Background: an optimization exercise with open tools, aiming at small area and a short achievable clock period. Do not read the settings as production practice. Function was checked by simulation only, so behaviour that the tests miss may differ from the original. Power figures rest on the tool's default switching activity, not on a simulated workload.

==> flow/config.mk <==
export PLATFORM = sky130hd
export DESIGN_NAME = rbc_ring_calc
export DESIGN_NICKNAME = rbc_ring_calc
export VERILOG_FILES = /design/flow/design.v
export SDC_FILE = /design/flow/constraint.sdc
export NUM_CORES = 4
export LEC_CHECK = 0
export CAP_MARGIN = 20
export CORE_MARGIN = 2
export CORE_UTILIZATION = 60
export SLEW_MARGIN = 20
==> flow/constraint.sdc <==
create_clock -name core_clock -period 30.0 [get_ports {clk}]
set_input_delay 6.0000 -clock core_clock [delete_from_list [all_inputs] [get_ports {clk}]]
set_output_delay 6.0000 -clock core_clock [all_outputs]
set_load 0.01 [all_outputs]
==> flow/design.v <==
module rbc_ring_calc (
    input  wire        clk,
    input  wire        rst,
    input  wire        in_valid,
    output wire        in_ready,
    input  wire [31:0] in_cmd,        
    input  wire [31:0] in_arg0,       
    input  wire [31:0] in_arg1,       
    input  wire [31:0] in_arg2,       
    input  wire        in_bound,      
    input  wire        in_grant,      
    input  wire        in_role,       
    input  wire [3:0]  in_kind,       
    input  wire [31:0] in_slots,      
    input  wire [31:0] in_base,       
    input  wire [31:0] in_grant_wr,   
    input  wire [31:0] in_grant_n,    
    input  wire [31:0] in_rd,
    input  wire [31:0] in_wr,
    output reg         out_valid,
    input  wire        out_ready,
    output wire [3:0]  out_err,       
    output wire [31:0] out_info,      
    output wire [31:0] out_res0,      
    output wire [31:0] out_res1,
    output wire [31:0] out_res2,
    output wire [31:0] out_first,     
    output wire [31:0] out_second,    
    output wire [31:0] out_addr0,
    output wire [31:0] out_addr1,
    output wire [31:0] out_addr2,
    output wire        out_store,     
    output wire [31:0] out_store_val  
);
    localparam [3:0] E_NONE          = 4'd0;
    localparam [3:0] E_ILLEGAL_CMD   = 4'd1;
    localparam [3:0] E_NOT_BOUND     = 4'd2;
    localparam [3:0] E_ROLE          = 4'd3;
    localparam [3:0] E_ALIGN         = 4'd5;
    localparam [3:0] E_BUS           = 4'd6;
    localparam [3:0] E_TYPE_MISMATCH = 4'd7;
    localparam [3:0] E_SIZE_OVERFLOW = 4'd9;
    localparam [3:0] E_INDEX_RANGE   = 4'd10;
    localparam [3:0] E_GRANT_PENDING = 4'd11;
    localparam [3:0] E_NO_GRANT      = 4'd12;
    localparam [3:0] E_COMMIT_RANGE  = 4'd13;
    function [1:0] esize_log2(input [3:0] kind);
        case (kind)
            4'd0, 4'd1, 4'd2:       esize_log2 = 2'd0;
            4'd3, 4'd4:             esize_log2 = 2'd1;
            4'd5, 4'd6, 4'd7:       esize_log2 = 2'd2;
            default:                esize_log2 = 2'd3;
        endcase
    endfunction
    wire [7:0] opc      = in_cmd[31:24];
    wire [3:0] c_kind   = in_cmd[23:20];
    wire [1:0] c_proto  = in_cmd[19:18];
    wire       c_role   = in_cmd[17];
    wire       c_init   = in_cmd[16];
    wire       c_dflt   = in_cmd[16];
    wire op_nop    = (opc == 8'h00);
    wire op_bind   = (opc == 8'h01);
    wire op_size   = (opc == 8'h02);
    wire op_empty  = (opc == 8'h03);
    wire op_full   = (opc == 8'h04);
    wire op_cap    = (opc == 8'h05);
    wire op_avrd   = (opc == 8'h06);
    wire op_avwr   = (opc == 8'h07);
    wire op_push   = (opc == 8'h10);
    wire op_pop    = (opc == 8'h11);
    wire op_acq    = (opc == 8'h12);
    wire op_commit = (opc == 8'h13);
    wire op_query  = op_empty | op_full | op_cap | op_avrd | op_avwr;
    wire op_pp     = op_push | op_pop;
    wire z23 = (in_cmd[23:0] == 24'd0);
    wire z15 = (in_cmd[15:0] == 16'd0);
    wire legal = ((op_nop | op_query | op_pp | op_acq) & z23) |
                 (op_bind & z15 & (c_proto != 2'd3)) |
                 (op_size & (in_cmd[19:0] == 20'd0)) |
                 (op_commit & (in_cmd[23:17] == 7'd0) & z15);
    wire ob4 = opc[4], ob2 = opc[2], ob1 = opc[1], ob0 = opc[0];
    wire [1:0] re = esize_log2(in_kind);    
    wire [1:0] ce = esize_log2(c_kind);     
    wire        use_w = ob4 ? ~ob0 : (ob2 & ~(ob1 & ~ob0));    
    wire [31:0] iy    = use_w ? in_wr : in_rd;     
    wire        x_rd  = ob4 ? ~ob0 : (ob2 & ~(ob1 ^ ob0));     
    wire [31:0] ix    = x_rd ? in_rd : in_wr;      
    wire [31:0] av0;
    wire        av0_c;
    rbc_add #(32) u_av0 (.a(ix), .b(~iy), .ci(~use_w), .s(av0), .co(av0_c));
    wire [31:0] cs_s = ix ^ ~iy ^ in_slots;
    wire [31:0] cs_c = (ix & ~iy) | (ix & in_slots) | (~iy & in_slots);
    wire [31:0] av1;
    rbc_add #(32) u_av1 (.a(cs_s), .b({cs_c[30:0], ~use_w}), .ci(1'b0), .s(av1), .co());
    wire [31:0] avail   = av0_c ? av0 : av1;
    wire        av_zero = (avail == 32'd0);              
    wire rd_ok, wr_ok;                                   
    rbc_add #(32) u_rdc (.a(in_slots), .b(~in_rd), .ci(1'b0), .s(), .co(rd_ok));
    rbc_add #(32) u_wrc (.a(in_slots), .b(~in_wr), .ci(1'b0), .s(), .co(wr_ok));
    wire rd_bad = ~rd_ok;
    wire wr_bad = ~wr_ok;
    wire        req_a0   = ob1 & ~(ob0 & c_dflt);          
    wire        req_gn   = ob1 & ob0 & c_dflt;             
    wire [31:0] req      = req_a0 ? in_arg0 : (req_gn ? in_grant_n : in_arg1);
    wire        req_ge;
    rbc_add #(32) u_req (.a(req), .b(~avail), .ci(1'b1), .s(), .co(req_ge));
    wire        req_lt   = ~req_ge;
    wire        commit_ok;                               
    rbc_add #(32) u_cmt (.a(in_grant_n), .b(~in_arg0), .ci(1'b1), .s(), .co(commit_ok));
    wire [31:0] bind_nsh = in_arg1 >> ce;
    wire [31:0] bind_neg = ~(32'd8 >> ce);
    wire [31:0] pa = ~ob4 ? bind_nsh : ((ob1 & ob0) ? in_grant_wr : iy);
    wire [31:0] pb = ~ob4 ? bind_neg : req;
    wire [31:0] so = ~ob4 ? 32'hFFFF_FFFF : in_slots;
    wire [31:0] ps;
    wire        pc;
    rbc_add #(32) u_p (.a(pa), .b(pb), .ci(1'b0), .s(ps), .co(pc));
    wire [32:0] tc_s = {1'b1, pa ^ pb ^ ~so};
    wire [32:0] tc_c = {(pa & pb) | (pa & ~so) | (pb & ~so), 1'b1};
    wire [32:0] ts;
    wire        t_co;
    rbc_add #(33) u_t (.a(tc_s), .b(tc_c), .ci(1'b0), .s(ts), .co(t_co));
    wire        t_ge = ~ts[32];                          
    wire [31:0] mod_req = t_ge ? ts[31:0] : ps;
    wire [31:0] sec_req = t_ge ? ts[31:0] : 32'd0;
    wire        rd_zero = (in_rd == 32'd0);
    wire [31:0] dm_in   = op_pop ? in_wr : (rd_zero ? in_slots : in_rd);
    wire [31:0] dm_or;
    rbc_por #(32) u_dmo (.a(dm_in), .o(dm_or));
    wire [31:0] adv_av  = dm_in ^ ({32{~op_pop}} & ~{dm_or[30:0], 1'b0});
    wire        sec_on  = ~av0_c & (op_pop | ~rd_zero);
    wire [31:0] sec_av  = sec_on ? adv_av : 32'd0;
    wire [31:0] xfer_sec = req_lt ? sec_req : sec_av;
    wire [31:0] slot_off = iy << re;
    wire [28:0] slot_hi;
    rbc_add #(29) u_slot (.a(in_base[31:3]), .b(slot_off[31:3]), .ci(1'b1), .s(slot_hi), .co());
    wire [31:0] slot_addr = {slot_hi, slot_off[2:0]};
    wire [1:0]  sh   = ob4 ? (ob1 ? 2'd0 : re) : (ob1 ? ce : 2'd0);
    wire [31:0] a0   = ob1 ? (ob4 ? in_base : 32'd8) : in_arg0;
    wire [31:0] a2   = ob4 ? (ob1 ? 32'd8 : in_arg2) : {31'd0, ob1};
    wire [31:0] ls   = (~ob4 & ob1) ? in_arg0 : in_arg1;
    wire [35:0] wsh  = {4'd0, a2} << sh;
    wire [34:0] lsh  = {3'd0, ls} << sh;
    wire [35:0] wsum;
    rbc_add #(36) u_w (.a({4'd0, a0}), .b(wsh), .ci(1'b0), .s(wsum), .co());
    wire [36:0] zc_a = {5'd0, a0};
    wire [36:0] zc_b = {1'b0, wsh};
    wire [36:0] zc_l = {2'd0, lsh};
    wire [36:0] zc_s = zc_a ^ zc_b ^ zc_l;
    wire [36:0] zc_c = (zc_a & zc_b) | (zc_a & zc_l) | (zc_b & zc_l);
    wire [36:0] zsum;
    rbc_add #(37) u_z (.a(zc_s), .b({zc_c[35:0], 1'b0}), .ci(1'b0), .s(zsum), .co());
    wire        z_hi = (zsum[36:32] != 5'd0);
    wire        z_bus = z_hi & ~((zsum[36:32] == 5'd1) & (zsum[31:0] == 32'd0));
    wire        buf_align = (re == 2'd0) ? 1'b0 :
                            (re == 2'd1) ? in_arg0[0] :
                            (re == 2'd2) ? (in_arg0[1:0] != 2'd0) :
                                           (in_arg0[2:0] != 3'd0);
    wire        bind_rem  = (ce == 2'd0) ? 1'b0 :
                            (ce == 2'd1) ? in_arg1[0] :
                            (ce == 2'd2) ? (in_arg1[1:0] != 2'd0) :
                                           (in_arg1[2:0] != 3'd0);
    wire        bind_small = (in_arg1 < ({28'd0, 4'd8} + (32'd1 << ce)));
    wire        bind_ovf  = (in_arg1 > 32'h8000_0008);    
    wire        bind_badk = (c_kind >= 4'd11);
    wire [3:0]  bind_esz  = 4'd1 << ce;
    reg [3:0]  n_err;
    reg [31:0] n_info;
    always @(*) begin
        n_err  = E_NONE;
        n_info = 32'd0;
        if (!legal) begin
            n_err  = E_ILLEGAL_CMD;
            n_info = in_cmd;
        end else if (op_bind) begin
            if (in_grant) begin
                n_err  = E_GRANT_PENDING;
            end else if (bind_badk) begin
                n_err  = E_TYPE_MISMATCH;
                n_info = {28'd0, c_kind};
            end else if (in_arg0[2:0] != 3'd0) begin
                n_err  = E_ALIGN;
                n_info = in_arg0;
            end else if (z_bus) begin
                n_err  = E_BUS;
                n_info = in_arg0;
            end else if (bind_small | bind_rem) begin
                n_err  = E_TYPE_MISMATCH;
                n_info = in_arg1;
            end else if (bind_ovf & (ce == 2'd0)) begin
                n_err  = E_SIZE_OVERFLOW;
                n_info = in_arg1;
            end else if ((c_proto == 2'd1 && c_kind != 4'd7) ||
                         (c_proto == 2'd2 && c_kind != 4'd1)) begin
                n_err  = E_TYPE_MISMATCH;
                n_info = {28'd0, c_kind};
            end
        end else if (op_size) begin
            if (bind_badk) begin
                n_err  = E_TYPE_MISMATCH;
                n_info = {28'd0, c_kind};
            end else if (in_arg0[31] | z_hi) begin
                n_err  = E_SIZE_OVERFLOW;
                n_info = in_arg0;
            end
        end else if (op_nop) begin
        end else if (!in_bound) begin
            n_err  = E_NOT_BOUND;
        end else if (op_query) begin
            if (op_cap) begin
            end else if (rd_bad) begin
                n_err  = E_INDEX_RANGE;
                n_info = in_rd;
            end else if (wr_bad) begin
                n_err  = E_INDEX_RANGE;
                n_info = in_wr;
            end
        end else if (in_role != op_pop) begin
            n_err  = E_ROLE;
            n_info = {31'd0, in_role};
        end else if (op_commit) begin
            if (!in_grant) begin
                n_err  = E_NO_GRANT;
            end else if (!c_dflt && !commit_ok) begin
                n_err  = E_COMMIT_RANGE;
                n_info = in_arg0;
            end
        end else if (!op_pop && in_grant) begin
            n_err  = E_GRANT_PENDING;
        end else if (op_pp && buf_align) begin
            n_err  = E_ALIGN;
            n_info = in_arg0;
        end else if (op_pp && z_bus) begin
            n_err  = E_BUS;
            n_info = in_arg0;
        end else if (rd_bad) begin
            n_err  = E_INDEX_RANGE;
            n_info = in_rd;
        end else if (wr_bad) begin
            n_err  = E_INDEX_RANGE;
            n_info = in_wr;
        end
    end
    wire ok = (n_err == E_NONE);
    wire [31:0] xfer_n = ((req_lt & (op_pp | op_acq)) | op_commit) ? req : avail;
    reg  [31:0] n_x0;
    always @(*) begin
        if (!ok)
            n_x0 = n_info;
        else if (op_bind)
            n_x0 = ps;
        else if (op_size)
            n_x0 = zsum[31:0];
        else if (op_empty | op_full)
            n_x0 = {31'd0, av_zero};
        else if (op_nop)
            n_x0 = 32'd0;
        else
            n_x0 = xfer_n;
    end
    wire [31:0] n_x1 = ob4 ? xfer_sec : {21'd0, c_role, c_proto, bind_esz, c_kind};
    wire [31:0] n_x4 = (ob1 & ~ob0 & ob4) ? in_wr :
                       ((req_lt | ~ob4 | ob1) ? mod_req : adv_av);
    wire        n_store = ok & (op_bind ? c_init : (op_commit | (op_pp & ~av_zero)));
    assign in_ready = !out_valid || out_ready;
    reg [3:0]  r_err;
    reg [31:0] x0, x1, x2, x3, x4;
    reg        r_store;
    reg        k_pp;       
    reg        k_acq;      
    reg        k_bind;     
    reg [1:0]  r_e;        
    always @(posedge clk) begin
        if (rst) begin
            out_valid <= 1'b0;
        end else if (in_ready) begin
            out_valid <= in_valid;
        end
    end
    always @(posedge clk) begin
        if (in_ready) begin
            r_err   <= n_err;
            x0      <= n_x0;
            x1      <= n_x1;
            x2      <= slot_addr;
            x3      <= wsum[31:0];
            x4      <= n_x4;
            r_store <= n_store;
            k_pp    <= ok & op_pp;
            k_acq   <= ok & op_acq;
            k_bind  <= ok & op_bind;
            r_e     <= re;
        end
    end
    wire        is_err  = (r_err != E_NONE);
    wire        k_xfer  = k_pp | k_acq;
    wire [31:0] first;
    wire [31:0] addr2;
    rbc_add #(32) u_first (.a(x0), .b(~x1), .ci(1'b1), .s(first), .co());
    rbc_add #(32) u_addr2 (.a(x3), .b(first << r_e), .ci(1'b0), .s(addr2), .co());
    assign out_err       = r_err;
    assign out_info      = is_err ? x0 : 32'd0;
    assign out_res0      = is_err ? 32'd0 : x0;
    assign out_res1      = (k_bind | k_acq) ? x4 : 32'd0;
    assign out_res2      = k_bind ? {21'd0, x1[10:0]} : 32'd0;
    assign out_first     = k_xfer ? first : 32'd0;
    assign out_second    = k_xfer ? x1 : 32'd0;
    assign out_addr0     = k_xfer ? x2 : 32'd0;
    assign out_addr1     = k_xfer ? x3 : 32'd0;
    assign out_addr2     = k_pp ? addr2 : 32'd0;
    assign out_store     = r_store;
    assign out_store_val = (r_store & ~k_bind) ? x4 : 32'd0;
endmodule
module rbc_add #(parameter W = 32) (
    input  wire [W-1:0] a,
    input  wire [W-1:0] b,
    input  wire         ci,
    output wire [W-1:0] s,
    output wire         co
);
    localparam integer DS = (W > 32) ? 16 : (W > 16) ? 8 : (W > 8) ? 4 : (W > 4) ? 2 : 1;
    reg [W-1:0] g, p, G, P;
    integer i, d;
    always @(*) begin
        g = a & b;
        p = a ^ b;
        G = g;
        P = p;
        G[0] = g[0] | (p[0] & ci);
        for (d = 1; d < W; d = d * 2)
            for (i = 2 * d - 1; i < W; i = i + 2 * d) begin
                G[i] = G[i] | (P[i] & G[i - d]);
                P[i] = P[i] & P[i - d];
            end
        for (d = DS; d >= 1; d = d / 2)
            for (i = 3 * d - 1; i < W; i = i + 2 * d) begin
                G[i] = G[i] | (P[i] & G[i - d]);
                P[i] = P[i] & P[i - d];
            end
    end
    assign s  = p ^ {G[W-2:0], ci};
    assign co = G[W-1];
endmodule
module rbc_por #(parameter W = 32) (
    input  wire [W-1:0] a,
    output reg  [W-1:0] o
);
    localparam integer DS = (W > 32) ? 16 : (W > 16) ? 8 : (W > 8) ? 4 : (W > 4) ? 2 : 1;
    integer i, d;
    always @(*) begin
        o = a;
        for (d = 1; d < W; d = d * 2)
            for (i = 2 * d - 1; i < W; i = i + 2 * d)
                o[i] = o[i] | o[i - d];
        for (d = DS; d >= 1; d = d / 2)
            for (i = 3 * d - 1; i < W; i = i + 2 * d)
                o[i] = o[i] | o[i - d];
    end
endmodule
==> flow/run.sh <==
#!/bin/bash
# synth_recipe.tcl (not shown) runs the flow's synth.tcl, then flattens the netlist and writes it again
# the make line also repeats each setting of config.mk as NAME=value (left out here)
make -C /OpenROAD-flow-scripts/flow DESIGN_CONFIG=/design/flow/config.mk WORK_HOME=/design/flow/orfs CLKGATE_MAP_FILE= SYNTH_SCRIPT=/design/flow/synth_recipe.tcl finish
==> summary.txt, run 1 <==
Status
  • Outcome: complete, no violations

Die
  • Die Wd: 254 µm
  • Die height: 254 µm
  • Initial core utilization: 60.8%
  • IO Count: 658
  • DIE AREA: 64700 µm²
  • Row cnt: 91
  • Core ar.: 61800 µm²

Placement
  • Placed Area: 44600 µm²
  • Port Buf Inserts: 636
  • Post-DP HPWL: 160000 µm
  • GP Congestion: 1.19
  • Post-Place Cells: 6093

Critical path
  • R2R setup slack: 26.98 ns
  • Max stage delay on crit path: 0.60 ns
  • Critical Path End Type: flip-flop
  • WP data arrival: 16.83 ns
  • R2r startpoint: out_valid
  • Worst-path fanout max: 52
  • R2R cell count: 3
  • Worst path slowest cell: fa_1
  • Crit path kind: primary input to flip-flop
  • Crit path top cell by count: buf_4
  • Reg-to-reg endpoint: x1[11]
  • Worst Path Required: 30.24 ns
  • Critical path launch point type: primary input

Final layout
  • Multi-input logic area: 29600 µm²
  • Register Area: 5120 µm²
  • Fin area: 45300 µm²
  • Non-Filler Instances: 6142
  • Fin util: 73.2%
  • Area growth syn-to-layout: 20.4%
  • Layout cells sized above 1: 3.90%
  • Fill cell count: 4743
  • Nets@finish: 6248

STA
  • Tmin final: 16.59 ns
  • Final hold vios: 0
  • Crit share post-route: 55.3%
  • RSZ-0062 raised after global routing: false
  • Rel. slew slack: 11.6%
  • Fmax: 0.0603 GHz
  • Final Max Tran Viols: 0
  • Finish-stage setup viols: 0
  • Setup TNS: 0 ns
  • Worst Tran Pin Value: 1.33 ns
  • Worst Skew: 0.0274 ns

Hold path
  • Worst Hold Launch: out_valid
  • Hold EP: out_valid
  • Worst hold-check path type: flip-flop to flip-flop
  • Worst hold path stage count: 2

Logic synthesis
  • Register area share after synthesis: 13.6%
  • Post-synth EDFFs: 170
  • Cell with the most instances after synthesis: nand2_1
  • Synth warn: 7
  • Synth unique cells: 104
  • Async set-reset flop share out of synthesis: 0%
  • Flip-flop and latch count after synthesis: 171
  • Top post-synthesis cells by count: nand2_1, inv_1, ha_1, a21oi_1, nor2_1
  • Area of the mapped netlist: 37600 µm²
  • Synth Instances: 4789
  • Syn Area/Cell: 7.85 µm²
  • Synth top area cells: edfxtp_1, ha_1, fa_1
  • Cell taking the most area after synthesis: edfxtp_1
  • Main synth FF type: edfxtp_1
  • Post-synth top area share: 13.6%

Power and ir drop
  • P_leak: 20.5 nW
  • PD cells: 62.4 nW/µm²
  • Total power: 2.83 mW
  • VDD IR max: 0.0470 mV

Detailed routing
  • Initial DRC count: 8245
  • Routed WL per cell: 31.6 µm
  • Drc violations: 0
  • Via count: 43181
  • Total wire length: 194000 µm
  • DRT antenna net count: 0
  • Vias per Instance: 7.03
  • Drt first pass iters: 16

Clock network
  • CTS root buf: clkbuf_16
  • Hold-fix buffers at CTS: 0
  • Worst-skew pair later-pin latency: 0.52 ns
  • Longest Clk Path Bufs: 2
  • CTS tree: done
  • Post-CTS sizing: 0
  • Cts bufs inserted: 17
  • CTS sink cnt: 171
  • CTS H-Tree Depth: 4
  • Post-CTS Setup Repair Bufs: 0
  • Clk slew on worst S/H paths: 0.08 ns

Global route
  • Vias in the first global route: 40404
  • Global route overflow: 0
  • Pin count of the biggest net entering global routing: 70
  • Antenna violations before repair: 20
  • First-pass GRT wire length: 271000 µm
  • GRT Resource Usage Total: 58.6%

Run
  • Max-cap viol count: 0
==> metal layers <==
layer,up-vias,global-route usage [%],routed length [µm]
li1,17686,-,-
met1,19673,65.4,60800
met2,4453,79.3,73900
met3,1343,32.5,36000
met4,26,51.4,22600
met5,-,3.91,563
==> critical path, delay by kind of cell <==
| family | cells | cell delay [ns] |
|---|---|---|
| AOI/OAI and AO/OA | 14 | 3.67 |
| xor gates and xnor gates | 1 | 0.26 |
| adders and majority gates | 3 | 1.33 |
| buffers and inverters | 9 | 3.09 |
| and+or+nand+nor | 10 | 2.40 |
==> flip-flops by register name (all words and copies together), names as in the netlist, 2 cells and up <==
signal	cells
r_e	2
r_err	4
x0	32
x1	32
x2	32
x3	32
x4	32
==> worst max-delay path by stage <==
stage               startpoint  endpoint  slack (ns)  depth (start not counted)
finish              in_cmd[25]    x0[24]       13.41                         37
global route        in_cmd[25]    x0[24]       13.13                         37
CTS                 in_cmd[25]     x1[1]       13.39                         38
detailed placement  in_cmd[25]    x1[17]       12.88                         38
global placement    in_cmd[25]     x1[9]       13.08                         38
floorplan            out_ready  in_ready       13.83                          1
==> cell families after synthesis <==
| group | synth area share, % |
|---|---|
| other cells | 0.00998 |
| xor+xnor | 3.91 |
| buf+inv | 8.23 |
| simple gates | 19.8 |
| fa+ha+maj | 26.1 |
| mux | 7.31 |
| flops | 13.6 |
| compound gates | 20.9 |
==> cells in the final DEF, fill, tap and decap left out, types with 21 or more instances in the layout <==
cell type,instances
o21a_1,34
o22ai_1,21
clkdlybuf4s50_1,635
xor2_1,60
o211ai_1,22
fa_1,239
nand2_1,557
a211oi_1,55
mux4_2,31
ha_1,402
a21oi_1,373
edfxtp_1,170
mux2i_1,198
nor4_1,27
o21ai_0,252
inv_1,527
a22oi_1,74
o21ai_1,37
and3_1,22
nand3_1,73
and2_1,125
nand2b_1,45
buf_4,62
nor3_1,72
a21o_1,145
conb_1,21
nor2b_1,164
nor2_1,338
a31oi_1,30
xnor2_1,105
nand4_1,40
==> final cells by class <==
type	instances	share of cell area (%)
sequential	171	11.3
clock inverter	15	0.376
antenna	17	0.0940
multi-input combinational	3853	65.4
tap	837	2.31
inverter	532	4.41
timing repair buffer	700	15.2
clock buffer	17	0.940
==> per-stage QoR <==
stage               hold WS [ns]  setup slack (ns)
floorplan                   4.10             13.83
global placement            1.13             13.08
detailed placement          1.18             12.88
CTS                         1.21             13.39
global route                1.27             13.13
finish                      1.24             13.41
==> where the power goes <==
part | internal (mW) | leakage (nW) | total (mW) | switching [mW]
clock network | 0.113 | 0.290 | 0.242 | 0.130
registers | 0.358 | 1.81 | 0.424 | 0.0662
logic | 0.813 | 18.4 | 2.16 | 1.35
==> inputs of run 2 (changes only) <==
--- a/flow/design.v
+++ b/flow/design.v
@@ -94,19 +94,17 @@
     rbc_add #(32) u_av1 (.a(cs_s), .b({cs_c[30:0], ~use_w}), .ci(1'b0), .s(av1), .co());
     wire [31:0] avail   = av0_c ? av0 : av1;
     wire        av_zero = (avail == 32'd0);              
-    wire rd_ok, wr_ok;                                   
-    rbc_add #(32) u_rdc (.a(in_slots), .b(~in_rd), .ci(1'b0), .s(), .co(rd_ok));
-    rbc_add #(32) u_wrc (.a(in_slots), .b(~in_wr), .ci(1'b0), .s(), .co(wr_ok));
-    wire rd_bad = ~rd_ok;
-    wire wr_bad = ~wr_ok;
+    wire rd_bad, wr_bad;                                 
+    rbc_ge #(32) u_rdc (.a(in_rd), .b(in_slots), .ge(rd_bad));
+    rbc_ge #(32) u_wrc (.a(in_wr), .b(in_slots), .ge(wr_bad));
     wire        req_a0   = ob1 & ~(ob0 & c_dflt);          
     wire        req_gn   = ob1 & ob0 & c_dflt;             
     wire [31:0] req      = req_a0 ? in_arg0 : (req_gn ? in_grant_n : in_arg1);
     wire        req_ge;
-    rbc_add #(32) u_req (.a(req), .b(~avail), .ci(1'b1), .s(), .co(req_ge));
+    rbc_ge #(32) u_req (.a(req), .b(avail), .ge(req_ge));
     wire        req_lt   = ~req_ge;
     wire        commit_ok;                               
-    rbc_add #(32) u_cmt (.a(in_grant_n), .b(~in_arg0), .ci(1'b1), .s(), .co(commit_ok));
+    rbc_ge #(32) u_cmt (.a(in_grant_n), .b(in_arg0), .ge(commit_ok));
     wire [31:0] bind_nsh = in_arg1 >> ce;
     wire [31:0] bind_neg = ~(32'd8 >> ce);
     wire [31:0] pa = ~ob4 ? bind_nsh : ((ob1 & ob0) ? in_grant_wr : iy);
@@ -262,7 +260,8 @@
     wire [31:0] n_x4 = (ob1 & ~ob0 & ob4) ? in_wr :
                        ((req_lt | ~ob4 | ob1) ? mod_req : adv_av);
     wire        n_store = ok & (op_bind ? c_init : (op_commit | (op_pp & ~av_zero)));
-    assign in_ready = !out_valid || out_ready;
+    assign in_ready = out_ready;
+    wire   load     = out_ready | ~out_valid;
     reg [3:0]  r_err;
     reg [31:0] x0, x1, x2, x3, x4;
     reg        r_store;
@@ -273,12 +272,12 @@
     always @(posedge clk) begin
         if (rst) begin
             out_valid <= 1'b0;
-        end else if (in_ready) begin
-            out_valid <= in_valid;
+        end else if (load) begin
+            out_valid <= in_valid & out_ready;
         end
     end
     always @(posedge clk) begin
-        if (in_ready) begin
+        if (load) begin
             r_err   <= n_err;
             x0      <= n_x0;
             x1      <= n_x1;
@@ -357,3 +356,28 @@
                 o[i] = o[i] | o[i - d];
     end
 endmodule
+module rbc_ge #(parameter W = 32) (
+    input  wire [W-1:0] a,
+    input  wire [W-1:0] b,
+    output wire         ge
+);
+    localparam integer DS = (W > 32) ? 16 : (W > 16) ? 8 : (W > 8) ? 4 : (W > 4) ? 2 : 1;
+    reg [W-1:0] G, T;
+    integer i, d;
+    always @(*) begin
+        G = a & ~b;              
+        T = a | ~b;              
+        G[0] = T[0];             
+        for (d = 1; d < W; d = d * 2)
+            for (i = 2 * d - 1; i < W; i = i + 2 * d) begin
+                G[i] = G[i] | (T[i] & G[i - d]);
+                T[i] = T[i] & T[i - d];
+            end
+        for (d = DS; d >= 1; d = d / 2)
+            for (i = 3 * d - 1; i < W; i = i + 2 * d) begin
+                G[i] = G[i] | (T[i] & G[i - d]);
+                T[i] = T[i] & T[i - d];
+            end
+    end
+    assign ge = G[W-1];
+endmodule
==> flow/flow/run.sh (new file) <==
#!/bin/bash
set -euo pipefail
export BUFFER_PORTS_ARGS="-buffer_cell sky130_fd_sc_hd__buf_1"
export SETUP_SLACK_MARGIN=16
bash standard.sh > standard_flow.log 2>&1
==> flow/standard.sh (new file) <==
#!/bin/bash
# synth_recipe.tcl (not shown) runs the flow's synth.tcl, then flattens the netlist and writes it again
# the make line also repeats each setting of config.mk as NAME=value (left out here)
make -C /OpenROAD-flow-scripts/flow DESIGN_CONFIG=/design/flow/config.mk WORK_HOME=/design/flow/orfs CLKGATE_MAP_FILE= SYNTH_SCRIPT=/design/flow/synth_recipe.tcl "${@:-finish}"
--- a/flow/config.mk
+++ b/flow/config.mk
@@ -5,7 +5,8 @@
 export SDC_FILE = /design/flow/constraint.sdc
 export NUM_CORES = 4
 export LEC_CHECK = 0
+export ABC_AREA = 1
 export CAP_MARGIN = 20
 export CORE_MARGIN = 2
-export CORE_UTILIZATION = 60
+export CORE_UTILIZATION = 50
 export SLEW_MARGIN = 20
removed: flow/run.sh
==> summary.txt, run 2 <==
Status
  • Outcome: complete, no violations

Final layout
  • Most frequent cells in the layout: nand2_1, inv_1, buf_1
  • Most common cell after layout, fill and taps aside: nand2_1
  • Nets@finish: 7263
  • Layout cells sized above 1: 4.08%
  • Fin area: 41700 µm²
  • Area growth syn-to-layout: 11.4%

Clock network
  • CTS tree: done
  • Clk slew on worst S/H paths: 0.09 ns
  • Worst-skew pair later-pin latency: 0.55 ns
  • CTS H-Tree Depth: 4
  • Cts bufs inserted: 17
  • CTS sink cnt: 171
  • Longest Clk Path Bufs: 2
  • Hold-fix buffers at CTS: 0
  • CTS root buf: clkbuf_16

Logic synthesis
  • Async set-reset flop share out of synthesis: 0%
  • Main synth FF type: edfxtp_1
  • Flip-flop and latch count after synthesis: 171
  • Post-Synth Adder-Cell Area: 22.1%
  • Synth Instances: 5938
  • Mux share of post-synthesis cell area: 0.160%
  • Post-synth top area share: 14.5%
  • Register area share after synthesis: 13.7%
  • Cell with the most instances after synthesis: nand2_1
  • Post-synth EDFFs: 170
  • Synth unique cells: 66
  • Synth Area in XOR/XNOR: 3.53%
  • Main combinational cell family by area after synthesis: simple AND/OR/NAND/NOR gates
  • Syn Area/Cell: 6.30 µm²
  • Synth warn: 8
  • Top post-synthesis cells by count: nand2_1, inv_1, nor2_1, o21ai_0, a21oi_1
  • Area of the mapped netlist: 37400 µm²
  • Synth top area cells: nand2_1, edfxtp_1, fa_1
  • Synth Area in Compound Gates: 19.6%
  • Simple-Gate Fraction of Synth Area: 27.0%
  • Cell taking the most area after synthesis: nand2_1

Critical path
  • Crit path top cell by count: nand2_1
  • Worst-path fanout max: 44
  • Worst Path Required: 30.25 ns
  • Critical Path End Type: flip-flop
  • Critical path launch point type: primary input
  • CP startpoint: in_cmd[25]
  • Crit path kind: primary input to flip-flop
  • R2r startpoint: out_valid
  • Worst path slowest cell: fa_1
  • Max stage delay on crit path: 0.62 ns
  • WP data arrival: 14.10 ns

STA
  • Final hold vios: 0
  • Setup TNS: 0 ns
  • Worst Tran Pin Value: 1.32 ns
  • RSZ-0062 raised after global routing: true
  • Finish-stage setup viols: 0
  • Crit share post-route: 46.2%
  • Rel. slew slack: 11.1%
  • Tmin final: 13.85 ns
  • Fmax: 0.0722 GHz
  • Worst Skew: 0.0205 ns
  • Hold_ws: 1.06 ns
  • Final Max Tran Viols: 0

Placement
  • Port Buf Inserts: 636
  • Placed Area: 40400 µm²
  • Post-DP HPWL: 178000 µm
  • GP Congestion: 1.15

Detailed routing
  • DRT antenna net count: 0
  • Total wire length: 214000 µm
  • Drc violations: 0
  • Drt first pass iters: 12
  • Initial DRC count: 7367
  • Vias per Instance: 6.27
  • Routed WL per cell: 28.9 µm
  • Via count: 46519

Global route
  • First-pass GRT wire length: 295000 µm
  • Vias in the first global route: 42812
  • Antenna violations before repair: 19
  • GRT Resource Usage Total: 53.4%
  • Global route overflow: 0
  • Pin count of the biggest net entering global routing: 85

Die
  • IO Count: 658
  • DIE AREA: 77100 µm²
  • Die Wd: 278 µm
  • Row cnt: 100
  • Initial core utilization: 50.4%
  • Core ar.: 74300 µm²
  • Die height: 278 µm

Hold path
  • Worst Hold Launch: out_valid
  • Worst hold-check path type: flip-flop to flip-flop

Power and ir drop
  • PD cells: 65.5 nW/µm²
  • P_leak: 20.2 nW
  • VDD IR max: 0.0408 mV

Run
  • Max-cap viol count: 0
## run 2: changes by cell type after synthesis, sizes merged, moves of 121 or more
cell   before   now
nor2      347   594
and2      126     5
nand2     558  1460
mux2i     198     6
o21ai     293   591
ha        403   279
nand3      75   269
nor2b     165     0
inv       529  1041
## run 2: cell families (layout without fill, tap and decap cells)
kind of cell | Yosys count | count (layout)
simple gates | 2479 | 2482
buf+inv | 1323 | 1789
compound gates | 1289 | 1289
fa+ha+maj | 518 | 518
flops | 171 | 171
xor+xnor | 151 | 151
mux | 6 | 6
other cells | 1 | 40
## run 2: timing repair
action | 4_1_cts | 5_1_grt
cloned | 2 | 7
setup buffers | 2 | 3
pin swaps | 1 | 6
setup endpoints to repair | 104 | 102
resized for setup | 42 | 80
## run 2: worst paths after layout
path | to | slack [ns] | cells past startpoint
setup reg to reg | x2[12] | 27.71 | 2
hold / removal | out_valid | 1.06 | 2
hold reg to reg | out_valid | 1.06 | 2
setup / recovery | x1[23] | 16.15 | 29
## run 2: cell type report
type	count	area (µm²)
Tap cell	969	1210
Clock inverter	15	206
Multi-Input combinational cell	4467	27500
Timing Repair Buffer	709	3170
Fill cell	7484	32600
Antenna cell	19	47.5
Sequential cell	171	5120
Clock buffer	17	425
Inverter	1048	4030
## run 2: layer usage
| layer | vias to the layer above | part of all wire (%) | track usage (%) |
|---|---|---|---|
| met5 | - | 0.064 | 0.250 |
| met4 | 12 | 12 | 49.6 |
| met3 | 1120 | 14 | 16.7 |
| met2 | 3949 | 41 | 79.6 |
| met1 | 21356 | 33 | 61.0 |
| li1 | 20082 | - | - |
## run 2: worst max-delay path: cells and delay by family
kind / cells / cell delay (ns)
fa+ha+maj: 4 / 1.65
xor+xnor: 1 / 0.28
compound gates: 11 / 2.91
simple gates: 7 / 1.31
buf+inv: 6 / 1.87
## run 2: where the power goes
part	total [mW]	internal, mW	switching (mW)
Clock	0.265	0.115	0.150
Combinational	2.06	0.623	1.44
Sequential	0.405	0.360	0.0453
Total	2.73	1.10	1.63
## run 2: through the flow
stage	cells	total power, mW	util (%)	worst slack (ns)
after detailed placement	7349	2.30	54.4	13.14
after CTS	7385	2.58	55.5	16.01
after global placement	7349	2.26	54.4	13.40
final	7415	2.73	56.1	16.15
after global routing	7399	2.85	56.1	15.94
after floorplan	5958	1.61	-	17.07
==> inputs of run 3 (changes only) <==
--- a/flow/design.v
+++ b/flow/design.v
@@ -83,16 +83,13 @@
     wire [1:0] ce = esize_log2(c_kind);     
     wire        use_w = ob4 ? ~ob0 : (ob2 & ~(ob1 & ~ob0));    
     wire [31:0] iy    = use_w ? in_wr : in_rd;     
-    wire        x_rd  = ob4 ? ~ob0 : (ob2 & ~(ob1 ^ ob0));     
-    wire [31:0] ix    = x_rd ? in_rd : in_wr;      
-    wire [31:0] av0;
-    wire        av0_c;
-    rbc_add #(32) u_av0 (.a(ix), .b(~iy), .ci(~use_w), .s(av0), .co(av0_c));
-    wire [31:0] cs_s = ix ^ ~iy ^ in_slots;
-    wire [31:0] cs_c = (ix & ~iy) | (ix & in_slots) | (~iy & in_slots);
-    wire [31:0] av1;
-    rbc_add #(32) u_av1 (.a(cs_s), .b({cs_c[30:0], ~use_w}), .ci(1'b0), .s(av1), .co());
-    wire [31:0] avail   = av0_c ? av0 : av1;
+    wire [31:0] d1;
+    wire        av0_c;                               
+    rbc_add #(32) u_d1 (.a(in_wr), .b(~in_rd), .ci(1'b1), .s(d1), .co(av0_c));
+    wire        add_s = op_cap | (av0_c ^ ~use_w);
+    wire [31:0] av_a  = (d1 ^ {32{use_w}}) | {32{op_cap}};
+    wire [31:0] avail;
+    rbc_add #(32) u_av (.a(av_a), .b(in_slots & {32{add_s}}), .ci(1'b0), .s(avail), .co());
     wire        av_zero = (avail == 32'd0);              
     wire rd_bad, wr_bad;                                 
     rbc_ge #(32) u_rdc (.a(in_rd), .b(in_slots), .ge(rd_bad));
@@ -126,7 +123,7 @@
     wire [31:0] dm_or;
     rbc_por #(32) u_dmo (.a(dm_in), .o(dm_or));
     wire [31:0] adv_av  = dm_in ^ ({32{~op_pop}} & ~{dm_or[30:0], 1'b0});
-    wire        sec_on  = ~av0_c & (op_pop | ~rd_zero);
+    wire        sec_on  = (op_pop ? ~av0_c : av0_c) & (op_pop | ~rd_zero);
     wire [31:0] sec_av  = sec_on ? adv_av : 32'd0;
     wire [31:0] xfer_sec = req_lt ? sec_req : sec_av;
     wire [31:0] slot_off = iy << re;
==> flow/flow/run.sh (replaced) <==
#!/bin/bash
set -euo pipefail
export BUFFER_PORTS_ARGS="-buffer_cell sky130_fd_sc_hd__buf_1"
export SETUP_SLACK_MARGIN=17.6
bash standard.sh > standard_flow.log 2>&1
==> summary.txt, run 3 <==
STA
  • Worst Skew: 0.0245 ns
  • Final Max Tran Viols: 5
  • Tmin final: 12.52 ns
  • Worst Tran Pin Value: 1.78 ns
  • RSZ-0062 raised after global routing: true
  • Finish-stage setup viols: 0
  • Rel. slew slack: -18.6%
  • Hold_ws: 1.22 ns
  • Crit share post-route: 41.7%
  • PnR worst setup slack: 17.48 ns
  • Final hold vios: 0
  • Setup TNS: 0 ns
  • Fmax: 0.0799 GHz

Detailed routing
  • Total wire length: 227000 µm
  • Drt first pass iters: 13
  • Drc violations: 0
  • Vias per Instance: 6.44
  • Initial DRC count: 8877
  • Routed WL per cell: 29.7 µm
  • Via count: 49086
  • DRT antenna net count: 0

Logic synthesis
  • Syn Area/Cell: 6.17 µm²
  • Cell taking the most area after synthesis: nand2_1
  • Main synth FF type: edfxtp_1
  • Top post-synthesis cells by count: nand2_1, inv_1, nor2_1, o21ai_0, nand3_1
  • Area of the mapped netlist: 37200 µm²
  • Synth unique cells: 63
  • Register area share after synthesis: 13.8%
  • Post-synth EDFFs: 170
  • Flip-flop and latch count after synthesis: 171
  • Synth top area cells: nand2_1, edfxtp_1, fa_1
  • Simple-Gate Fraction of Synth Area: 31.7%
  • Synth warn: 8
  • Synth Area in XOR/XNOR: 3.32%
  • Async set-reset flop share out of synthesis: 0%
  • Post-synth top area share: 16.7%
  • Main combinational cell family by area after synthesis: simple AND/OR/NAND/NOR gates
  • Synth Area in Compound Gates: 17.4%
  • Post-Synth Adder-Cell Area: 20.4%
  • Synth Instances: 6028
  • Cell with the most instances after synthesis: nand2_1
  • Mux share of post-synthesis cell area: 0.511%

Power and ir drop
  • Switching share of total power: 57.5%
  • PD cells: 58.6 nW/µm²
  • Design internal power: 1.12 mW
  • Comb pwr share: 74.4%
  • P_leak: 21.7 nW
  • Net Sw Power: 1.51 mW
  • Reg power frac: 15.6%
  • Clock power share: 10.0%
  • VDD IR max: 0.0369 mV

Status
  • Outcome: failed layout checks
  • Violated checks: capacitance limit, slew limit

Global route
  • Pin count of the biggest net entering global routing: 79
  • Global route overflow: 0
  • First-pass GRT wire length: 306000 µm
  • Vias in the first global route: 43410
  • Antenna violations before repair: 18
  • GRT Resource Usage Total: 55.6%

Placement
  • Port Buf Inserts: 636
  • GP Congestion: 1.22
  • Placed Area: 40100 µm²
  • DP Worst Slack: 14.37 ns
  • Post-DP HPWL: 175000 µm

Die
  • DIE AREA: 76600 µm²
  • Die height: 277 µm
  • Row cnt: 99
  • IO Count: 658
  • Core ar.: 73300 µm²
  • Die Wd: 277 µm
  • Initial core utilization: 50.7%

Critical path
  • WP data arrival: 12.82 ns
  • Max stage delay on crit path: 0.78 ns
  • CP Buf/Inv Count: 8
  • CP top delay family: compound AO/OA/AOI/OAI gates
  • Critical Path End Type: flip-flop
  • Worst-path fanout max: 46
  • R2R setup slack: 27.58 ns
  • Crit path kind: primary input to flip-flop
  • Worst path slowest cell: a21oi_1
  • Worst Path Required: 30.30 ns
  • Critical path launch point type: primary input

Clock network
  • CTS H-Tree Depth: 4
  • CTS tree: done
  • Cts bufs inserted: 17
  • Worst-skew pair later-pin latency: 0.54 ns
  • Longest Clk Path Bufs: 2
  • Clk slew on worst S/H paths: 0.09 ns
  • CTS sink cnt: 171
  • CTS root buf: clkbuf_16

Run
  • Max-cap viol count: 1

Final layout
  • Area growth syn-to-layout: 20.6%
  • Fin util: 61.1%
  • Nets@finish: 7444
  • Fin area: 44800 µm²
  • Most frequent cells in the layout: nand2_1, inv_1, buf_1
  • Most common cell after layout, fill and taps aside: nand2_1
  • Layout cells sized above 1: 11.4%

Hold path
  • Worst hold-check path type: flip-flop to flip-flop
## run 3: timing repair
action | in CTS | in global routing
buffers inserted | 36 | 78
gates cloned | 22 | 15
endpoints found under the hold margin | 0 | 0
resized for setup | 238 | 353
endpoints found under the setup margin | 110 | 109
hold buffers | 0 | 0
pin swaps | 34 | 135
## run 3: kinds of logic (layout without fill, tap and decap cells)
| kind of cell | after synthesis | after routing |
|---|---|---|
| other | 1 | 40 |
| AOI/OAI and AO/OA | 1154 | 1158 |
| muxes | 19 | 19 |
| buffers and inverters | 1200 | 1789 |
| and+or+nand+nor | 2859 | 2861 |
| xor gates and xnor gates | 141 | 141 |
| DFF | 171 | 171 |
| adders and majority gates | 483 | 483 |
## run 3: cell type report
| type | instances | area [µm²] |
|---|---|---|
| inverter | 898 | 3440 |
| fill | 7386 | 28500 |
| clock buffer | 17 | 425 |
| antenna | 19 | 47.5 |
| clock inverter | 15 | 211 |
| multi-input combinational | 4683 | 29300 |
| tap | 959 | 1200 |
| sequential | 171 | 5120 |
| timing repair inverter | 1 | 5.00 |
| timing repair buffer | 858 | 5100 |
## run 3: power by group through the flow
stage          Sequential, mW  Clock, mW  Combinational [mW]
6_report                0.409      0.262                1.95
5_1_grt                 0.411      0.266                2.04
4_1_cts                 0.403      0.258                1.69
3_5_place_dp            0.408          0                1.60
3_3_place_gp            0.408          0                1.58
2_1_floorplan           0.376          0                1.03
## run 3: final timing paths
| check | start | cells past startpoint | end |
|---|---|---|---|
| setup / recovery | in_cmd[23] | 28 | x4[9] |
| hold / removal | out_valid | 2 | out_valid |
| setup reg to reg | out_valid | 2 | x2[29] |
| hold reg to reg | out_valid | 2 | out_valid |
## run 3: routing by layer
metal / vias up / track usage [%] / share of wire [%]
met5: - / 2.38 / 0.30
met4: 28 / 47.1 / 12
met3: 1359 / 26.4 / 17
met2: 4620 / 75.9 / 38
met1: 22354 / 65.0 / 33
li1: 20725 / - / -
## run 3: stage by stage
stage / power (mW) / std cells
2_1_floorplan: 1.41 / 6048
3_3_place_gp: 1.99 / 7413
3_5_place_dp: 2.01 / 7413
4_1_cts: 2.36 / 7503
5_1_grt: 2.72 / 7606
6_report: 2.63 / 7621
## run 3: worst register-to-register path: cells and delay by family (launching register included)
family / cells / cell delay [ns]
buffers and inverters: 1 / 0.87
flip-flops: 1 / 0.35
AND/OR/NAND/NOR: 1 / 0.71
==> inputs of run 4 (changes only) <==
--- a/flow/design.v
+++ b/flow/design.v
@@ -128,7 +128,7 @@
     wire [31:0] xfer_sec = req_lt ? sec_req : sec_av;
     wire [31:0] slot_off = iy << re;
     wire [28:0] slot_hi;
-    rbc_add #(29) u_slot (.a(in_base[31:3]), .b(slot_off[31:3]), .ci(1'b1), .s(slot_hi), .co());
+    rbc_addb #(29) u_slot (.a(in_base[31:3]), .b(slot_off[31:3]), .ci(1'b1), .s(slot_hi), .co());
     wire [31:0] slot_addr = {slot_hi, slot_off[2:0]};
     wire [1:0]  sh   = ob4 ? (ob1 ? 2'd0 : re) : (ob1 ? ce : 2'd0);
     wire [31:0] a0   = ob1 ? (ob4 ? in_base : 32'd8) : in_arg0;
@@ -137,7 +137,7 @@
     wire [35:0] wsh  = {4'd0, a2} << sh;
     wire [34:0] lsh  = {3'd0, ls} << sh;
     wire [35:0] wsum;
-    rbc_add #(36) u_w (.a({4'd0, a0}), .b(wsh), .ci(1'b0), .s(wsum), .co());
+    rbc_addb #(36) u_w (.a({4'd0, a0}), .b(wsh), .ci(1'b0), .s(wsum), .co());
     wire [36:0] zc_a = {5'd0, a0};
     wire [36:0] zc_b = {1'b0, wsh};
     wire [36:0] zc_l = {2'd0, lsh};
@@ -378,3 +378,46 @@
     end
     assign ge = G[W-1];
 endmodule
+module rbc_addb #(parameter W = 32) (
+    input  wire [W-1:0] a,
+    input  wire [W-1:0] b,
+    input  wire         ci,
+    output wire [W-1:0] s,
+    output wire         co
+);
+    localparam integer NB = (W + 3) / 4;
+    localparam integer WP = NB * 4;
+    localparam integer DS = (NB > 32) ? 16 : (NB > 16) ? 8 : (NB > 8) ? 4 : (NB > 4) ? 2 : 1;
+    wire [WP-1:0] ax = {{(WP-W){1'b0}}, a};
+    wire [WP-1:0] bx = {{(WP-W){1'b0}}, b};
+    reg  [WP-1:0] g, p, c;
+    reg  [NB-1:0] BG, BP;
+    integer i, k, d;
+    always @(*) begin
+        g = ax & bx;
+        p = ax ^ bx;
+        for (k = 0; k < NB; k = k + 1) begin
+            BG[k] = g[4*k+3] | (p[4*k+3] & (g[4*k+2] | (p[4*k+2] & (g[4*k+1] | (p[4*k+1] & g[4*k])))));
+            BP[k] = p[4*k+3] & p[4*k+2] & p[4*k+1] & p[4*k];
+        end
+        BG[0] = BG[0] | (BP[0] & ci);
+        for (d = 1; d < NB; d = d * 2)
+            for (i = 2 * d - 1; i < NB; i = i + 2 * d) begin
+                BG[i] = BG[i] | (BP[i] & BG[i - d]);
+                BP[i] = BP[i] & BP[i - d];
+            end
+        for (d = DS; d >= 1; d = d / 2)
+            for (i = 3 * d - 1; i < NB; i = i + 2 * d) begin
+                BG[i] = BG[i] | (BP[i] & BG[i - d]);
+                BP[i] = BP[i] & BP[i - d];
+            end
+        for (k = 0; k < NB; k = k + 1) begin
+            c[4*k]   = (k == 0) ? ci : BG[(k == 0) ? 0 : k - 1];
+            c[4*k+1] = g[4*k]   | (p[4*k]   & c[4*k]);
+            c[4*k+2] = g[4*k+1] | (p[4*k+1] & c[4*k+1]);
+            c[4*k+3] = g[4*k+2] | (p[4*k+2] & c[4*k+2]);
+        end
+    end
+    assign s  = p[W-1:0] ^ c[W-1:0];
+    assign co = (W == WP) ? BG[NB-1] : c[W];
+endmodule
==> summary.txt, run 4 <==
Critical path
  • Max stage delay on crit path: 0.58 ns
  • R2R cell count: 3
  • R2R setup slack: 26.93 ns
  • CP top delay family: simple AND/OR/NAND/NOR gates
  • Crit path kind: primary input to flip-flop
  • CP startpoint: in_wr[11]
  • CP Buf/Inv Count: 4
  • Critical Path End Type: flip-flop
  • Crit path top cell by count: nand2_1
  • Worst path slowest cell: o211ai_1
  • WP data arrival: 12.62 ns
  • Worst Path Required: 30.27 ns
  • Worst-path fanout max: 8
  • R2r startpoint: out_valid
  • Reg-to-reg endpoint: x2[17]
  • Critical path launch point type: primary input

Placement
  • GP Congestion: 1.16
  • DP Worst Slack: 14.56 ns
  • Port Buf Inserts: 636
  • Post-DP HPWL: 168000 µm

Logic synthesis
  • Register area share after synthesis: 13.8%
  • Cell with the most instances after synthesis: nand2_1
  • Cell taking the most area after synthesis: nand2_1
  • Syn Area/Cell: 6.16 µm²
  • Flip-flop and latch count after synthesis: 171
  • Top post-synthesis cells by count: nand2_1, inv_1, nor2_1, o21ai_0, nand3_1
  • Post-synth top area share: 16.8%
  • Synth Instances: 6015
  • Main synth FF type: edfxtp_1
  • Synth warn: 8
  • Area of the mapped netlist: 37000 µm²
  • Post-synth EDFFs: 170
  • Synth top area cells: nand2_1, edfxtp_1, fa_1
  • Async set-reset flop share out of synthesis: 0%
  • Synth unique cells: 63

Detailed routing
  • Vias per Instance: 6.16
  • Routed WL per cell: 27.7 µm
  • Total wire length: 211000 µm
  • Initial DRC count: 7538
  • Drt first pass iters: 10
  • Via count: 46805
  • Drc violations: 0
  • DRT antenna net count: 0

STA
  • Worst Skew: 0.0128 ns
  • Tmin final: 12.36 ns
  • Fmax: 0.0809 GHz
  • RSZ-0062 raised after global routing: true
  • Setup TNS: 0 ns
  • Rel. slew slack: 10.4%
  • Final hold vios: 0
  • Finish-stage setup viols: 0
  • Worst Tran Pin Value: 1.33 ns
  • Final Max Tran Viols: 0
  • Crit share post-route: 41.2%
  • PnR worst setup slack: 17.64 ns
  • Hold_ws: 1.16 ns

Power and ir drop
  • Net Sw Power: 1.49 mW
  • Reg power frac: 15.2%
  • PD cells: 59.4 nW/µm²
  • Clock power share: 10.0%
  • Total power: 2.62 mW
  • Comb pwr share: 74.8%
  • Switching share of total power: 56.9%
  • P_leak: 21.7 nW
  • VDD IR max: 0.0411 mV
  • Design internal power: 1.13 mW

Global route
  • Global route overflow: 0
  • GRT Resource Usage Total: 52.5%
  • Antenna violations before repair: 31
  • Vias in the first global route: 41803
  • First-pass GRT wire length: 289000 µm
  • Pin count of the biggest net entering global routing: 77

Die
  • Core ar.: 73100 µm²
  • Die Wd: 276 µm
  • Row cnt: 99
  • Die height: 276 µm
  • IO Count: 658
  • Initial core utilization: 50.7%
  • DIE AREA: 76300 µm²

Clock network
  • CTS root buf: clkbuf_16
  • CTS sink cnt: 171
  • CTS tree: done
  • Hold-fix buffers at CTS: 0
  • Clk slew on worst S/H paths: 0.10 ns
  • Longest Clk Path Bufs: 2
  • Worst-skew pair later-pin latency: 0.52 ns
  • Cts bufs inserted: 17
  • CTS H-Tree Depth: 4

Hold path
  • Worst hold-check path type: flip-flop to flip-flop
  • Hold EP: out_valid
  • Worst Hold Launch: out_valid
  • Worst hold path stage count: 2

Final layout
  • Fin util: 60.5%
  • Most frequent cells in the layout: nand2_1, inv_1, buf_1
  • Most common cell after layout, fill and taps aside: nand2_1
  • Layout cells sized above 1: 10.5%
  • Area growth syn-to-layout: 19.3%
  • Nets@finish: 7425

Run
  • Max-cap viol count: 0

Status
  • Outcome: complete, no violations
==> run 4: timing repair <==
item                       in CTS  in global routing
setup endpoints to repair     122                115
resized for setup             223                353
gates cloned                   20                  9
pin swaps                      31                111
setup buffers                  35                 68
==> run 4: kinds of logic (layout without fill, tap and decap cells) <==
kind of cell | after synthesis | in the layout | synth area share [%]
AO/OA/AOI/OAI | 1119 | 1120 | 17.3
XOR/XNOR | 127 | 127 | 3.00
adder cells (fa/ha/maj) | 495 | 495 | 21.2
buffers and inverters | 1302 | 1871 | 13.7
flip-flops | 171 | 171 | 13.8
multiplexers | 7 | 7 | 0.193
other | 1 | 49 | 0.0101
AND/OR/NAND/NOR | 2793 | 2800 | 30.8
==> run 4: metrics by stage <==
| step | instances | area [µm²] |
|---|---|---|
| after floorplan | 6035 | 37100 |
| after global placement | 7405 | 40000 |
| after detailed placement | 7405 | 40000 |
| after CTS | 7492 | 42200 |
| after global routing | 7586 | 44200 |
| final | 7599 | 44200 |
==> run 4: power by group through the flow <==
stage                     clock network (mW)  registers (mW)  logic (mW)
after floorplan                            0           0.376        1.05
after global placement                     0           0.399        1.63
after detailed placement                   0           0.399        1.65
after CTS                              0.259           0.394        1.75
after global routing                   0.267           0.402        2.07
final                                  0.262           0.398        1.96
==> run 4: worst max path at each step <==
stage,endpoint,cells past startpoint,slack (ns)
floorplan,x4[13],52,17.62
global placement,x0[15],45,14.77
detailed placement,x0[31],45,14.56
CTS,x0[0],48,17.60
global route,x4[25],47,17.43
finish,x4[25],45,17.64
==> run 4: layout make-up <==
type,count,area [µm²]
Antenna cell,28,70.1
Inverter,1023,3910
Tap cell,959,1200
Multi-Input combinational cell,4570,28800
Clock inverter,15,214
Clock buffer,17,425
Timing Repair inverter,5,37.5
Sequential cell,171,5120
Fill cell,7117,28900
Timing Repair Buffer,811,4370
==> run 4: metal layers <==
layer,vias up,GRT usage (%),share of wire (%)
li1,20493,-,-
met1,21423,62.3,34
met2,3900,74.3,39
met3,977,21.5,16
met4,12,42.6,11
met5,-,0,0.035
==> run 4: worst min-delay path: stages, from the launching register on <==
cell     delay [ns]
dfxtp_1        0.34
nand2_4        0.65
a21oi_1        0.13
==> inputs of run 5 (changes only) <==
==> flow/flow/run.sh (replaced) <==
#!/bin/bash
set -euo pipefail
export BUFFER_PORTS_ARGS="-buffer_cell sky130_fd_sc_hd__buf_1"
export SETUP_SLACK_MARGIN=17.6
export SKIP_GATE_CLONING=1
bash standard.sh > standard_flow.log 2>&1
==> summary.txt, run 5 <==
Status
  • Outcome: complete, no violations

Critical path
  • CP Depth: 48
  • R2R cell count: 3
  • Worst Path Required: 30.28 ns
  • Crit path kind: primary input to flip-flop
  • CP endpoint: x4[13]
  • CP Buf/Inv Count: 9
  • Critical path launch point type: primary input
  • Worst-path fanout max: 6
  • Critical Path End Type: flip-flop
  • Max stage delay on crit path: 0.46 ns
  • WP data arrival: 12.80 ns
  • Worst path slowest cell: fa_1
  • CP top delay family: simple AND/OR/NAND/NOR gates
  • CP startpoint: in_rd[6]
  • R2R setup slack: 26.92 ns
  • Reg-to-reg endpoint: x2[21]
  • R2r startpoint: out_valid

Logic synthesis
  • Synth top area cells: nand2_1, edfxtp_1, fa_1
  • Synth unique cells: 63
  • Synth warn: 8
  • Register area share after synthesis: 13.8%
  • Post-synth top area share: 16.8%
  • Async set-reset flop share out of synthesis: 0%
  • Synth Instances: 6015
  • Main synth FF type: edfxtp_1
  • Area of the mapped netlist: 37000 µm²
  • Cell with the most instances after synthesis: nand2_1
  • Cell taking the most area after synthesis: nand2_1
  • Flip-flop and latch count after synthesis: 171
  • Post-synth EDFFs: 170
  • Top post-synthesis cells by count: nand2_1, inv_1, nor2_1, o21ai_0, nand3_1
  • Syn Area/Cell: 6.16 µm²

Detailed routing
  • DRT antenna net count: 0
  • Drt first pass iters: 11
  • Via count: 47260
  • Initial DRC count: 8226
  • Routed WL per cell: 28.0 µm
  • Vias per Instance: 6.22
  • Drc violations: 0
  • Total wire length: 213000 µm

Placement
  • Port Buf Inserts: 636
  • GP Congestion: 1.16
  • DP Worst Slack: 14.56 ns
  • Post-DP HPWL: 168000 µm

Clock network
  • Cts bufs inserted: 17
  • Worst-skew pair later-pin latency: 0.53 ns
  • CTS sink cnt: 171
  • Clk slew on worst S/H paths: 0.10 ns
  • CTS H-Tree Depth: 4
  • CTS tree: done
  • CTS root buf: clkbuf_16
  • Longest Clk Path Bufs: 2
  • Hold-fix buffers at CTS: 0

Die
  • Core ar.: 73100 µm²
  • DIE AREA: 76300 µm²
  • Die Wd: 276 µm
  • Die height: 276 µm
  • IO Count: 658
  • Initial core utilization: 50.7%
  • Row cnt: 99

STA
  • Hold_ws: 1.15 ns
  • RSZ-0062 raised after global routing: true
  • Tmin final: 12.52 ns
  • Final hold vios: 0
  • Final Max Tran Viols: 0
  • Crit share post-route: 41.7%
  • Rel. slew slack: 13.4%
  • Finish-stage setup viols: 0
  • Setup TNS: 0 ns
  • PnR worst setup slack: 17.48 ns
  • Worst Tran Pin Value: 1.29 ns
  • Worst Skew: 0.0134 ns
  • Fmax: 0.0798 GHz

Final layout
  • Nets@finish: 7439
  • Area growth syn-to-layout: 19.8%
  • Layout cells sized above 1: 11.0%
  • Most frequent cells in the layout: nand2_1, inv_1, buf_1
  • Most common cell after layout, fill and taps aside: nand2_1
  • Fill cell count: 7065

Run
  • Max-cap viol count: 0

Global route
  • First-pass GRT wire length: 288000 µm
  • Pin count of the biggest net entering global routing: 77
  • Antenna violations before repair: 25
  • Global route overflow: 0
  • GRT Resource Usage Total: 52.3%
  • Vias in the first global route: 41546

Hold path
  • Worst hold-check path type: flip-flop to flip-flop

Power and ir drop
  • P_leak: 21.7 nW
  • PD cells: 60.0 nW/µm²
  • VDD IR max: 0.0412 mV
[run 5: changes by cell type in the layout (fill, tap and decap cells not counted), sizes merged]
| cell | before | now |
|---|---|---|
| a21oi | 219 | 218 |
| buf | 774 | 804 |
| bufbuf | 8 | 0 |
| clkbuf | 46 | 51 |
| clkinv | 14 | 15 |
| clkinvlp | 10 | 4 |
| diode | 28 | 19 |
| nand2 | 1665 | 1659 |
| nand3 | 326 | 325 |
[run 5: worst reg2reg max path, cell delays in order (launching register included)]
cell     delay [ns]
dfxtp_1        0.34
nand2_4        0.64
buf_4          0.76
buf_4          0.85
[run 5: where the power goes]
group	switching (mW)	total [mW]	internal [mW]	leakage, nW
logic	1.32	2.00	0.679	19.6
registers	0.0451	0.398	0.353	1.85
clock network	0.148	0.263	0.116	0.304
total	1.51	2.66	1.15	21.7
[run 5: worst min-delay path by stage]
stage	start	endpoint	slack, ns	cells past startpoint
floorplan	out_valid	out_valid	3.98	2
global placement	out_valid	out_valid	1.11	2
detailed placement	out_valid	out_valid	1.16	2
CTS	out_valid	out_valid	1.18	2
global route	out_valid	out_valid	1.26	2
finish	out_valid	out_valid	1.15	2
[run 5: cells by family (layout without fill, tap and decap cells)]
group | count (synthesis) | after routing | share of synthesized area, %
flops | 171 | 171 | 13.8
xor+xnor | 127 | 127 | 3.00
mux | 7 | 7 | 0.193
other cells | 1 | 40 | 0.0101
compound gates | 1119 | 1119 | 17.3
simple gates | 2793 | 2793 | 30.8
fa+ha+maj | 495 | 495 | 21.2
buf+inv | 1302 | 1893 | 13.7
[run 5: per-layer routing]
| metal | track usage (%) | share of wire [%] |
|---|---|---|
| met1 | 63.5 | 34 |
| met2 | 75.3 | 39 |
| met3 | 19.5 | 16 |
| met4 | 39.2 | 10 |
| met5 | 0.250 | 0.050 |
[run 5: timing repair]
action / 4_1_cts / 5_1_grt
buffers inserted: 46 / 101
gates cloned: 0 / 0
pin swaps: 18 / 117
resized for setup: 203 / 413
endpoints found under the setup margin: 122 / 114
[run 5: through the flow]
step,util (%),area [µm²],std cells,power (mW)
final,60.7,44400,7604,2.66
after detailed placement,54.7,40000,7405,2.05
after global placement,54.7,40000,7405,2.02
after floorplan,-,37100,6035,1.42
after CTS,57.3,41900,7483,2.39
after global routing,60.7,44300,7597,2.77
[run 5: area by class of cell]
class	count	area (µm²)	area share, %
Multi-Input combinational cell	4562	28800	65.0
Inverter	1023	3920	8.84
Antenna cell	19	47.5	0.107
Clock buffer	17	425	0.959
Sequential cell	171	5120	11.6
Timing Repair Buffer	838	4610	10.4
Clock inverter	15	214	0.482
Tap cell	959	1200	2.71
==> inputs of run 6 (changes only) <==
--- a/flow/config.mk
+++ b/flow/config.mk
@@ -6,7 +6,7 @@
 export NUM_CORES = 4
 export LEC_CHECK = 0
 export ABC_AREA = 1
-export CAP_MARGIN = 20
+export CAP_MARGIN = 40
 export CORE_MARGIN = 2
 export CORE_UTILIZATION = 50
-export SLEW_MARGIN = 20
+export SLEW_MARGIN = 40
==> summary.txt, run 6 <==
Status
  • Outcome: complete, no violations

Logic synthesis
  • Main synth FF type: edfxtp_1
  • Async set-reset flop share out of synthesis: 0%
  • Synth warn: 8
  • Syn Area/Cell: 6.16 µm²
  • Cell with the most instances after synthesis: nand2_1
  • Post-synth EDFFs: 170
  • Synth Instances: 6015
  • Post-synth top area share: 16.8%
  • Area of the mapped netlist: 37000 µm²
  • Cell taking the most area after synthesis: nand2_1
  • Flip-flop and latch count after synthesis: 171
  • Top post-synthesis cells by count: nand2_1, inv_1, nor2_1, o21ai_0, nand3_1
  • Synth unique cells: 63
  • Register area share after synthesis: 13.8%
  • Synth top area cells: nand2_1, edfxtp_1, fa_1

Clock network
  • CTS tree: done
  • Clk slew on worst S/H paths: 0.10 ns
  • CTS H-Tree Depth: 4
  • Cts bufs inserted: 17
  • CTS root buf: clkbuf_16
  • Hold-fix buffers at CTS: 0
  • Worst-skew pair later-pin latency: 0.52 ns
  • CTS sink cnt: 171
  • Longest Clk Path Bufs: 2

Global route
  • Vias in the first global route: 41014
  • Global route overflow: 0
  • Antenna violations before repair: 26
  • GRT Resource Usage Total: 52.1%
  • Pin count of the biggest net entering global routing: 77
  • First-pass GRT wire length: 287000 µm

Final layout
  • Layout cells sized above 1: 10.0%
  • Multi-input logic area: 28600 µm²
  • Register Area: 5120 µm²
  • Area growth syn-to-layout: 18.6%
  • Most frequent cells in the layout: nand2_1, inv_1, buf_1
  • Nets@finish: 7414
  • Fill cell count: 7155
  • Most common cell after layout, fill and taps aside: nand2_1
  • Non-Filler Instances: 7578
  • Fin area: 43900 µm²
  • Fin util: 60.1%

Detailed routing
  • Total wire length: 211000 µm
  • Drc violations: 0
  • Routed WL per cell: 27.8 µm
  • Vias per Instance: 6.16
  • DRT antenna net count: 0
  • Initial DRC count: 7430
  • Via count: 46668
  • Drt first pass iters: 10

Die
  • IO Count: 658
  • Core ar.: 73100 µm²
  • Die Wd: 276 µm
  • DIE AREA: 76300 µm²
  • Initial core utilization: 50.7%
  • Row cnt: 99
  • Die height: 276 µm

STA
  • RSZ-0062 raised after global routing: true
  • Rel. slew slack: 30.0%
  • Finish-stage setup viols: 0
  • Worst Tran Pin Value: 1.04 ns
  • Fmax: 0.0803 GHz
  • Final hold vios: 0
  • Tmin final: 12.46 ns
  • Final Max Tran Viols: 0
  • PnR worst setup slack: 17.54 ns
  • Setup TNS: 0 ns
  • Crit share post-route: 41.5%
  • Worst Skew: 0.0130 ns

Critical path
  • Critical Path End Type: flip-flop
  • Worst path slowest cell: o211ai_1
  • R2R cell count: 4
  • Crit path top cell by count: nand2_2
  • WP data arrival: 12.72 ns
  • Critical path launch point type: primary input
  • Worst Path Required: 30.26 ns
  • Max stage delay on crit path: 0.56 ns
  • Crit path kind: primary input to flip-flop
  • Worst-path fanout max: 7

Placement
  • Post-DP HPWL: 168000 µm
  • Placed Area: 40200 µm²
  • GP Congestion: 1.16
  • DP Worst Slack: 14.64 ns
  • Port Buf Inserts: 636
  • Post-Place Cells: 7412

Run
  • Max-cap viol count: 0

Hold path
  • Worst hold path stage count: 2
  • Worst hold-check path type: flip-flop to flip-flop

Power and ir drop
  • VDD IR max: 0.0438 mV
  • P_leak: 21.5 nW
  • PD cells: 59.8 nW/µm²
==> run 6: area by class of cell <==
type                            instances  share of cell area (%)
Tap cell                              959                    2.73
Multi-Input combinational cell       4562                    65.1
Clock inverter                         15                   0.476
Inverter                             1023                    8.91
Sequential cell                       171                    11.7
Clock buffer                           17                   0.969
Antenna cell                           18                   0.103
Timing Repair Buffer                  813                    10.0
==> run 6: cell families after synthesis <==
group	count (synthesis)	share of synthesized area (%)
compound gates	1119	17.3
xor+xnor	127	3.00
fa+ha+maj	495	21.2
buf+inv	1302	13.7
flops	171	13.8
mux	7	0.193
other cells	1	0.0101
simple gates	2793	30.8
==> run 6: metal layers <==
layer	global-route usage (%)	routed length (µm)	vias up
li1	-	-	20414
met1	63.2	72600	21339
met5	0	34	-
met2	74.5	83400	3928
met3	20.1	33300	981
met4	39.6	21200	6
==> run 6: path summary, 6_finish.rpt <==
path	start	endpoint	slack, ns
worst min register to register	out_valid	out_valid	0.92
worst max-delay path	in_wr[7]	x4[24]	17.54
worst min-delay path	out_valid	out_valid	0.92
worst max register to register	out_valid	x2[5]	27.33
==> run 6: critical path, delay by kind of cell <==
family / cells / cell delay, ns
AOI/OAI and AO/OA: 9 / 1.73
xor gates and xnor gates: 1 / 0.39
adders and majority gates: 4 / 1.35
and+or+nand+nor: 21 / 1.98
buffers and inverters: 8 / 1.22
==> run 6: stage by stage <==
stage	hold slack, ns	total power, mW
finish	0.925	2.63
global route	1.00	2.74
CTS	1.18	2.40
detailed placement	1.17	2.05
global placement	1.11	2.02
floorplan	3.98	1.42
==> run 6: what timing repair did <==
action,in CTS,in global routing
endpoints found under the setup margin,122,112
setup buffers,37,78
resized for setup,214,311
pin swaps,19,68
==> run 6: report_power, final <==
group / switching, mW / internal (mW) / leakage (nW)
registers: 0.0448 / 0.353 / 1.85
logic: 1.30 / 0.662 / 19.4
clock network: 0.148 / 0.116 / 0.303
total: 1.50 / 1.13 / 21.5

==> afterwards: timing with drivers on the ports <==
The flow's constraints put no driver on any port. The routed layouts listed below were extracted and timed again, unchanged, in two steps.
Step 1 (the two cells are an assumption about what drives the block):
set clk [get_ports {clk}]
set_driving_cell -lib_cell sky130_fd_sc_hd__clkbuf_16 $clk
set_driving_cell -lib_cell sky130_fd_sc_hd__buf_2 [delete_from_list [all_inputs] $clk]
Step 2, shift: input delay + t, output delay - t, t = (earliest + latest rising clock arrival at the registers) / 2. This alone moves slack from input paths to output paths.
Slacks: no drivers / after step 1 / after step 2; pairs: no drivers / after step 1.
run	t (ns)	setup slack, ns	worst register clock-pin slew, ns
run 1	0.577	13.409 / 13.451 / 12.875	0.10 / 0.10
run 2	0.613	16.148 / 16.193 / 15.581	0.12 / 0.12
run 3	0.607	17.477 / 17.425 / 16.818	0.10 / 0.10
run 4	0.593	17.644 / 17.694 / 17.101	0.10 / 0.10
run 5	0.597	17.476 / 17.524 / 16.927	0.10 / 0.10
run 6	0.592	17.540 / 17.583 / 16.991	0.10 / 0.10
For run 3, which loses most, drivers alone change the setup slack by -0.052 ns; drivers and shift together by -0.659 ns.
